From an optimization exercise on the open Yosys and OpenROAD flow, aimed at small area, a short achievable clock period and few clock cycles per item; shortcuts taken in it are not production practice.
Function was checked by simulation only, so behaviour that the tests miss may differ from the original.
Power is estimated from default activity; no workload was simulated.

Design bcta, start of the top module:
module bcta (
    input  wire        clk,
    input  wire        rst,
    input  wire        cmd_valid,
    output wire        cmd_ready,
    input  wire [63:0] cmd,
    output wire        rsp_valid,
    input  wire        rsp_ready,
    output wire [39:0] rsp
);
Size in the first run: roughly 2600 cells after synthesis, about 700 flip-flops, about 34000 um^2 of cells after synthesis.
Settings: LEC_CHECK=0, CAP_MARGIN=20, CORE_MARGIN=2, CORE_UTILIZATION=75, CTS_BUF_LIST=sky130_fd_sc_hd__clkbuf_8, CTS_CLUSTER_DIAMETER=45, CTS_CLUSTER_SIZE=16, SLEW_MARGIN=20, SYNTH_HIERARCHICAL=1; clock period 10.0 ns.
standard.sh (not shown) runs the stock make flow with config.mk's settings and CLKGATE_MAP_FILE= SYNTH_SCRIPT=/design/flow/synth_recipe.tcl, a recipe that flattens the netlist after the stock synthesis.
==> flow/flow/run.sh <==
#!/bin/bash
set -euo pipefail
bash standard.sh SETUP_SLACK_MARGIN=6.0 'BUFFER_PORTS_ARGS=-buffer_cell sky130_fd_sc_hd__buf_2' finish > standard.log 2>&1
Testbench counts at the start, summed over its fixed seeds: cycles 15,421, items 15,405.
==> next run, changes <==
==> flow/flow/run.sh (replaced) <==
#!/bin/bash
set -euo pipefail
bash standard.sh SETUP_SLACK_MARGIN=6.1 'BUFFER_PORTS_ARGS=-buffer_cell sky130_fd_sc_hd__buf_2' finish > standard.log 2>&1
Settings changed: CORE_UTILIZATION 75 to 65.
=> The new run went through all stages and came out clean; total power went up by 2.4%; worst setup slack gains 400 ps; utilization went down by 9.0 points; flip-flop and latch count does not change; non-clock buffer count went up by 35; critical path depth is unchanged; register-to-register slack gains 400 ps.

* * *

== main ==
bcta again, from the RTL that the note above started with.
==> flow/config.mk <==
export PLATFORM = sky130hd
export DESIGN_NAME = bcta
export DESIGN_NICKNAME = bcta
export VERILOG_FILES = /design/flow/design.v
export SDC_FILE = /design/flow/constraint.sdc
export NUM_CORES = 4
export LEC_CHECK = 0
export CAP_MARGIN = 20
export CORE_MARGIN = 2
export CORE_UTILIZATION = 65
export CTS_BUF_LIST = sky130_fd_sc_hd__clkbuf_8
export CTS_CLUSTER_DIAMETER = 45
export CTS_CLUSTER_SIZE = 16
export SLEW_MARGIN = 20
export SYNTH_HIERARCHICAL = 1
export TNS_END_PERCENT = 30
==> flow/constraint.sdc <==
create_clock -name core_clock -period 10.0 [get_ports {clk}]
set_input_delay 2.0000 -clock core_clock [delete_from_list [all_inputs] [get_ports {clk}]]
set_output_delay 2.0000 -clock core_clock [all_outputs]
set_load 0.01 [all_outputs]
==> flow/flow/run.sh <==
#!/bin/bash
set -euo pipefail
bash standard.sh SETUP_SLACK_MARGIN=6.0 'BUFFER_PORTS_ARGS=-buffer_cell sky130_fd_sc_hd__buf_2' finish > standard.log 2>&1
Both conditions hold for main: the flow ran to the end and the final layout passed the timing, design-rule and antenna checks.
Testbench counts of main, summed over its fixed seeds: cycles 15,421, items 15,405.
Modified inputs, the feature branch compared to main
# main
export LEC_CHECK = 0
export CAP_MARGIN = 20
export CORE_MARGIN = 2
export CORE_UTILIZATION = 65
export CTS_BUF_LIST = sky130_fd_sc_hd__clkbuf_8
export CTS_CLUSTER_DIAMETER = 45
export CTS_CLUSTER_SIZE = 16
export SLEW_MARGIN = 20
export SYNTH_HIERARCHICAL = 1
export TNS_END_PERCENT = 30
create_clock -name core_clock -period 10.0 [get_ports {clk}]
# the feature branch
export LEC_CHECK = 0
export CAP_MARGIN = 20
export CORE_MARGIN = 2
export CORE_UTILIZATION = 50
export CTS_BUF_LIST = sky130_fd_sc_hd__clkbuf_8
export CTS_CLUSTER_DIAMETER = 45
export CTS_CLUSTER_SIZE = 16
export SLEW_MARGIN = 20
export SYNTH_HIERARCHICAL = 1
create_clock -name core_clock -period 10.0 [get_ports {clk}]
Worst setup slack delta (main -> the feature branch): insignificant
On smallest hold slack, the feature branch does better than main.
Looking at the feature branch and main, the share of the clock period used by the worst path is a wash.
Number of routed nets with antenna violations essentially unchanged between the feature branch and main.
Worst-case register-to-register setup slack: main vs the feature branch — no meaningful difference

==> afterwards: timing with drivers on the ports <==
No port has a modelled driver above. Below, the same layouts with a new extraction and two added sets of constraints.
Step 1, drivers: a clkbuf_16 drives clk and a buf_2 each remaining input, both assumed.
Step 2 adds t to the input delays and takes it off the output delays; t is the mean of the earliest and latest rising clock arrival at the registers after step 1. Input paths then give back, and output paths get back, about the clock's delay inside the block.
a / b / c = no drivers / after step 1 / after step 2; a / b = the first two.
| run | shift t [ns] | setup slack, ns | worst hold slack (ns) | latest minus earliest clock arrival (ns) | worst register clock-pin slew, ns |
|---|---|---|---|---|---|
| the first run of note 1 | 0.785 | 5.515 / 5.515 / 5.365 | 0.504 / 0.504 / 0.504 | 0.055 / 0.055 | 0.11 / 0.11 |
| the second run of note 1 | 0.743 | 5.919 / 5.919 / 5.336 | 0.475 / 0.475 / 0.475 | 0.030 / 0.030 | 0.10 / 0.10 |
| main | 0.744 | 5.862 / 5.862 / 5.429 | 0.477 / 0.477 / 0.477 | 0.047 / 0.048 | 0.10 / 0.10 |
| the feature branch | 0.778 | 5.861 / 5.861 / 5.328 | 0.490 / 0.490 / 0.490 | 0.047 / 0.047 | 0.10 / 0.10 |
After both steps setup and hold are still met in every run listed. For the second run of note 1, which loses most, drivers alone change the setup slack by 0.000 ns; drivers and shift together by -0.583 ns.
